Source: an optimization exercise on an open RTL-to-GDS flow (aim: small area, a short achievable clock period and few clock cycles). Production flows keep margins and buffers that such runs may drop.
At most, simulation tests tie the RTL to the original design; equivalence was not proved.

// fsyn_calc
module fsyn_calc (
    input             clk,
    input             rst,
    input             in_valid,
    output            in_ready,
    input      [31:0] in_freq,
    output            out_valid,
    output     [31:0] ms_a,
    output     [19:0] ms_b,
    output     [17:0] ms_p1,
    output     [19:0] ms_p2,
    output            ms_range_err,
    output            div_zero,
    output     [31:0] dds_word,
    output            dds_alias
);
    localparam [31:0] VCO_HZ = 32'd900000000;
    localparam [20:0] DDS_D  = 21'd1953125;           
    localparam [22:0] DDS_D2 = 23'd3906250;
    localparam [22:0] DDS_D3 = 23'd5859375;
    localparam [25:0] DDS_C  = 26'd976562;            
    localparam integer P     = 6;                     
    localparam integer NPRE  = P / 2;
    localparam [2:0] M_NORM = 3'd0, M_A = 3'd1, M_BINIT = 3'd2, M_B = 3'd3, M_DONE = 3'd4;
    reg         busy;
    reg  [31:0] f;
    reg         dz;
    reg         alias_r;
    reg  [2:0]  ms_st;
    reg         ms_done;
    reg  [5:0]  ms_j;
    reg  [31:0] ms_R;
    reg  [1:0]  ms_nb;
    reg  [29:0] Qa;
    reg  [19:0] Qb;
    reg  [10:0] p1_hi;
    reg         err_a, a_eq2048, b_zero;
    reg         d_run;
    reg  [5:0]  d_p;
    reg  [20:0] Rd;
    reg  [1:0]  d_nb;
    reg  [31:0] Qd;
    assign out_valid = busy & ms_done & ~d_run;
    assign in_ready  = ~busy | (ms_done & ~d_run);
    wire accept = in_valid & in_ready;
    function [1:0] vco_bits(input [5:0] j);
        vco_bits = {(j < 32) ? VCO_HZ[31 - j] : 1'b0, (j + 1 < 32) ? VCO_HZ[30 - j] : 1'b0};
    endfunction
    integer i;
    reg [5:0]  nm_j0;
    reg [31:0] nm_R0;
    always @(*) begin
  ...
Size: about 2100 cells after synthesis, about 160 I/O pins, roughly 17000 um^2 of cells after synthesis.
Settings: LEC_CHECK=0, ABC_CLOCK_PERIOD_IN_PS=3500, CAP_MARGIN=20, CORE_MARGIN=2, CORE_UTILIZATION=60, SLEW_MARGIN=20; clock period 10.0 ns.
standard.sh (not shown) runs the stock make flow with config.mk's settings and CLKGATE_MAP_FILE= SYNTH_SCRIPT=/design/flow/synth_recipe.tcl, a recipe that flattens the netlist after the stock synthesis.
==> flow/flow/run.sh <==
#!/bin/bash
# Standard ORFS layout (the standard.sh, unchanged synthesis), with timing
# repair aiming at a setup slack of 6.6 ns against the design's own clock
# constraint, so the layout closes at a shorter achieved period, and with
# every input and output port buffered by a plain buf_1 (which repair may
# resize) instead of the delay buffer buffer_ports picks by default.
set -euo pipefail
cd "$(dirname "$0")/.."
bash standard.sh SETUP_SLACK_MARGIN=6.6 "BUFFER_PORTS_ARGS=-buffer_cell sky130_fd_sc_hd__buf_1" finish > standard_flow.log 2>&1
The baseline completed without violations.
Testbench counts at the start, summed over its fixed seeds: cycles 40,931.
Next try:
==> flow/flow/run.sh (replaced) <==
#!/bin/bash
# Standard ORFS layout (the standard.sh, unchanged synthesis), with timing
# repair aiming at a setup slack of 6.2 ns against the design's own clock
# constraint, so the layout closes at a shorter achieved period, and with
# every input and output port buffered by a plain buf_1 (which repair may
# resize) instead of the delay buffer buffer_ports picks by default.
set -euo pipefail
cd "$(dirname "$0")/.."
bash standard.sh SETUP_SLACK_MARGIN=6.2 "BUFFER_PORTS_ARGS=-buffer_cell sky130_fd_sc_hd__buf_1" finish > standard_flow.log 2>&1
Settings changed: CTS_BUF_LIST from default to sky130_fd_sc_hd__clkbuf_4 sky130_fd_sc_hd__clkbuf_8.
First-iteration DRC count goes down by 9.8%.
Area after synthesis stays the same.
Wire length goes down by 1.3%.
Utilization goes down by 2.1 points.
Sequential share of layout area goes up by 0.69 points.
Register-to-register slack got worse by 110 ps.
Count of clock-buffer cells in the layout goes up by 17.
Maximum frequency goes down by 2.8%.
Cell count goes down by 0.33%.
Next try:
==> flow/flow/run.sh (replaced) <==
#!/bin/bash
# Standard ORFS layout (the standard.sh, unchanged synthesis), with timing
# repair aiming at a setup slack of 5.8 ns against the design's own clock
# constraint, so the layout closes at a shorter achieved period, and with
# every input and output port buffered by a plain buf_1 (which repair may
# resize) instead of the delay buffer buffer_ports picks by default.
set -euo pipefail
cd "$(dirname "$0")/.."
bash standard.sh SETUP_SLACK_MARGIN=5.8 "BUFFER_PORTS_ARGS=-buffer_cell sky130_fd_sc_hd__buf_1" finish > standard_flow.log 2>&1
Settings changed: CTS_BUF_LIST sky130_fd_sc_hd__clkbuf_4 sky130_fd_sc_hd__clkbuf_8 to default.
The changed run ran to the end with no violations.
Core utilization decreases by 3.4 points.
Via count drops by 3.6%.
Routed wire length went down by 4.7%.
Cell area drops by 4.8%.
Synthesized cell count is unchanged.
Worst setup slack degrades by 220 ps.
Clock skew is lower by 24 ps.
Cell count went down by 2.9%.

north:
The RTL this note starts from:
==> flow/design.v <==
module fsyn_calc (
    input             clk,
    input             rst,
    input             in_valid,
    output            in_ready,
    input      [31:0] in_freq,
    output            out_valid,
    output     [31:0] ms_a,
    output     [19:0] ms_b,
    output     [17:0] ms_p1,
    output     [19:0] ms_p2,
    output            ms_range_err,
    output            div_zero,
    output     [31:0] dds_word,
    output            dds_alias
);
    parameter integer KM = 2;    
    parameter integer KD = 2;    
    localparam [31:0] VCO_HZ = 32'd900000000;
    localparam [20:0] DDS_D  = 21'd1953125;           
    localparam [25:0] DDS_C  = 26'd976562;            
    localparam integer P     = ((6 + KD - 1) / KD) * KD;    
    localparam integer NPRE  = P / KD;
    localparam [1:0] M_A = 2'd0, M_BINIT = 2'd1, M_B = 2'd2, M_DONE = 2'd3;
    reg         busy;
    reg  [31:0] f;
    reg         dz;
    reg         alias_r;
    reg  [1:0]  ms_st;
    reg  [5:0]  ms_j;
    reg  [31:0] ms_R;
    reg  [KM-1:0] ms_nb;
    reg  [29:0] Qa;
    reg  [19:0] Qb;
    reg         a_ge8, a_lt2048, a_eq2048, b_zero;
    reg         d_run;
    reg  [5:0]  d_p;
    reg  [20:0] Rd;
    reg  [KD-1:0] d_nb;
    reg  [31:0] Qd;
    wire ms_fin = (ms_st == M_DONE);
    wire d_fin  = ~d_run;
    assign out_valid = busy & ms_fin & d_fin;
    assign in_ready  = ~busy | (ms_fin & d_fin);
    wire accept = in_valid & in_ready;
    function [KM-1:0] vco_bits(input [5:0] j);
        integer u;
        for (u = 0; u < KM; u = u + 1)
            vco_bits[KM-1-u] = (j + u < 32) ? VCO_HZ[31 - (j + u)] : 1'b0;
    endfunction
    integer i;
    reg [5:0]  nm_j0;
    reg [31:0] nm_R0;
    always @(*) begin
        nm_j0 = 6'd0;
        for (i = 0; i < 32; i = i + 1)
            if (in_freq[i]) nm_j0 = ((i + 2 > 32 ? 32 : i + 2) / KM) * KM;
        nm_R0 = VCO_HZ >> (6'd32 - nm_j0);
    end
    wire in_zero = (in_freq == 32'd0);
    integer t;
    reg [31:0] ms_Rn;
    reg [KM-1:0] ms_q;
    reg [32:0] ms_x;
    reg [33:0] ms_d;
    always @(*) begin
        ms_Rn = ms_R;
        for (t = 0; t < KM; t = t + 1) begin
            ms_x = {ms_Rn, ms_nb[KM-1-t]};
            ms_d = {1'b0, ms_x} - {2'b00, f};
            ms_q[KM-1-t] = ~ms_d[33];
            ms_Rn = ms_d[33] ? ms_x[31:0] : ms_d[31:0];
        end
    end
    wire ms_last = (ms_j == 6'd32 - KM);
    wire [29:0] br     = ms_R[29:0];
    wire [20:0] bl_dec = {1'b0, br[19:0]} - 21'd1;    
    wire        bl_nz  = ~bl_dec[20];
    wire [19:0] bl_m1  = bl_dec[19:0] & {20{bl_nz}};  
    wire [29:0] b_top  = {br[29:20], bl_m1} - {20'd0, br[29:20]};
    wire [19:0] b_low  = ~bl_dec[19:0] & {20{bl_nz}};
    reg [20:0] Rdn;
    reg [KD-1:0] d_q;
    reg [21:0] d_x;
    reg [22:0] d_d;
    always @(*) begin
        Rdn = Rd;
        for (t = 0; t < KD; t = t + 1) begin
            d_x = {Rdn, d_nb[KD-1-t]};
            d_d = {1'b0, d_x} - {2'b00, DDS_D};
            d_q[KD-1-t] = ~d_d[22];
            Rdn = d_d[22] ? d_x[20:0] : d_d[20:0];
        end
    end
    wire          in_long = (in_freq >= 32'd125000000);
    wire          d_pre   = (d_p < NPRE);
    wire [P-1:0]  f_pre   = f[5+P:6];
    wire [5:0]    d_pn    = d_p + 6'd1;
    wire [KD-1:0] d_nb_pre = (d_pn < NPRE) ? f_pre[P-1-d_pn*KD -: KD] : Qd[31 -: KD];
    always @(posedge clk) begin
        if (rst) begin
            busy <= 1'b0;
        end else if (accept) begin
            busy <= 1'b1;
        end else if (out_valid) begin
            busy <= 1'b0;
        end
    end
    always @(posedge clk) begin
        if (accept) begin
            f       <= in_freq;
            dz      <= in_zero;
            alias_r <= (in_freq > 32'd62500000);
            ms_st   <= in_zero ? M_DONE : (nm_j0 == 6'd32) ? M_BINIT : M_A;
            ms_j    <= nm_j0;
            d_run   <= 1'b1;
        end else begin
            case (ms_st)
                M_A:     begin ms_j <= ms_j + KM; if (ms_last) ms_st <= M_BINIT; end
                M_BINIT: begin ms_j <= 6'd12; ms_st <= M_B; end
                M_B:     begin ms_j <= ms_j + KM; if (ms_last) ms_st <= M_DONE; end
                default: ;
            endcase
            if (d_p == NPRE + 32 / KD - 1) d_run <= 1'b0;
        end
    end
    always @(posedge clk) begin
        if (accept) begin
            ms_R  <= nm_R0;
            ms_nb <= vco_bits(nm_j0);
            Qa    <= 30'd0;
            Qb    <= 20'd0;
            Rd    <= in_long ? in_freq[31:6+P] : in_freq[26:6];
            d_nb  <= in_long ? in_freq[5+P -: KD] : in_freq[5 -: KD];
            Qd    <= {in_freq[5:0], DDS_C};
            d_p   <= in_long ? 6'd0 : NPRE;
        end else begin
            case (ms_st)
                M_A: begin
                    ms_R  <= ms_Rn;
                    ms_nb <= vco_bits(ms_j + KM);
                    Qa    <= {Qa[29-KM:0], ms_q};
                end
                M_BINIT: begin
                    ms_R     <= {2'b00, b_top};
                    ms_nb    <= b_low[19 -: KM];
                    Qb       <= {b_low[19-KM:0], {KM{1'b0}}};
                    a_ge8    <= |Qa[29:3];
                    a_lt2048 <= ~|Qa[29:11];
                    a_eq2048 <= (Qa == 30'd2048);
                    b_zero   <= 1'b1;
                end
                M_B: begin
                    ms_R   <= ms_Rn;
                    ms_nb  <= Qb[19 -: KM];
                    Qb     <= {Qb[19-KM:0], ms_q};
                    b_zero <= b_zero & ~|ms_q;
                end
                default: ;
            endcase
            if (d_run) begin
                Rd  <= Rdn;
                d_nb <= d_pre ? d_nb_pre : Qd[31-KD -: KD];
                if (!d_pre) Qd <= {Qd[31-KD:0], d_q};
                d_p <= d_p + 6'd1;
            end
        end
    end
    wire [10:0] p1_hi = Qa[10:0] - 11'd4;
    assign ms_a         = {2'b00, Qa};
    assign ms_b         = Qb;
    assign ms_p1        = {dz ? 11'd0 : p1_hi, Qb[19:13]};
    assign ms_p2        = {Qb[12:0], Qb[19:13]};
    assign ms_range_err = ~dz & ~(a_ge8 & (a_lt2048 | (a_eq2048 & b_zero)));
    assign div_zero     = dz;
    assign dds_word     = Qd;
    assign dds_alias    = alias_r;
endmodule
==> flow/config.mk <==
export PLATFORM = sky130hd
export DESIGN_NAME = fsyn_calc
export DESIGN_NICKNAME = fsyn_calc
export VERILOG_FILES = /design/flow/design.v
export SDC_FILE = /design/flow/constraint.sdc
export NUM_CORES = 4
export LEC_CHECK = 0
export ABC_CLOCK_PERIOD_IN_PS = 3000
export CAP_MARGIN = 20
export CORE_MARGIN = 2
export CORE_UTILIZATION = 40
export SLEW_MARGIN = 20
==> flow/constraint.sdc <==
create_clock -name core_clock -period 10.0 [get_ports {clk}]
set_input_delay 2.0000 -clock core_clock [delete_from_list [all_inputs] [get_ports {clk}]]
set_output_delay 2.0000 -clock core_clock [all_outputs]
set_load 0.01 [all_outputs]
==> flow/flow/run.sh <==
#!/bin/bash
# Standard ORFS layout (the standard.sh, unchanged synthesis), with timing
# repair aiming at a setup slack of MARGIN ns against the design's own clock
# constraint, so the layout closes at a shorter achieved period.
set -euo pipefail
cd "$(dirname "$0")/.."
bash standard.sh SETUP_SLACK_MARGIN=5.0 finish > standard_flow.log 2>&1
Having completed the whole flow, north delivered a layout that passed the timing, DRC and antenna checks.
Input-level comparison between south and north:
diff --git a/flow/flow/run.sh b/flow/flow/run.sh
--- a/flow/flow/run.sh
+++ b/flow/flow/run.sh
@@ -7 +7 @@
-bash standard.sh SETUP_SLACK_MARGIN=5.0 finish > standard_flow.log 2>&1
+bash standard.sh SETUP_SLACK_MARGIN=6.5 finish > standard_flow.log 2>&1
- Compare north and south | area added between synthesis and finish lower: north
- Taking south as 1.0, north lands at 1.2 on met3 layer wire length in the routed design.
- Run comparison: north launching element of the worst setup path f[12]; south launching element of the worst setup path ms_R[19]
- Of north and south, the run reporting the higher final weighted congestion of routability-driven global placement was south.
- Diff north -> south: highest fanout seen on the critical path moved down; routed wire length moved up; worst hold slack moved up.
- The time the worst path needs with I/O delays and setup of south falls short of that of north by 210 ps.
No functional check of the RTL was part of any run of this note.

-- re-timing with driven ports --
How much do the figures lean on ideal ports? The routed layouts below were timed once more, with nothing changed but the port constraints.
Step 1 assumes that a clkbuf_16 drives the clock port and a buf_2 every other input.
Step 2 also shifts input and output timing later by t, the mid clock arrival at the registers, as if the neighbouring blocks saw the same clock.
a / b / c = ideal / step 1 / step 2; a / b = the first two.
| run | shift t [ns] | slack for setup (ns) | hold slack, ns | worst setup path at the end | slew at the worst register clock pin (ns) |
|---|---|---|---|---|---|
| the first run of note 1 | 0.583 | 6.146 / 6.146 / 6.146 | 0.444 / 0.444 / 0.444 | register to register | 0.07 / 0.07 |
| the second run of note 1 | 0.610 | 6.034 / 6.034 / 5.845 | 0.446 / 0.446 / 0.446 | input to register | 0.07 / 0.07 |
| the third run of note 1 | 0.592 | 5.819 / 5.819 / 5.819 | 0.442 / 0.442 / 0.442 | register to register | 0.07 / 0.07 |
| north | 0.522 | 3.998 / 3.998 / 3.942 | 0.492 / 0.492 / 0.492 | input to register | 0.09 / 0.09 |
| south | 0.503 | 4.212 / 4.212 / 4.212 | 0.504 / 0.504 / 0.504 | register to register | 0.09 / 0.09 |
After both steps setup and hold are still met in every run listed. For the second run of note 1, which loses most, drivers alone change the setup slack by 0.000 ns; drivers and shift together by -0.189 ns.
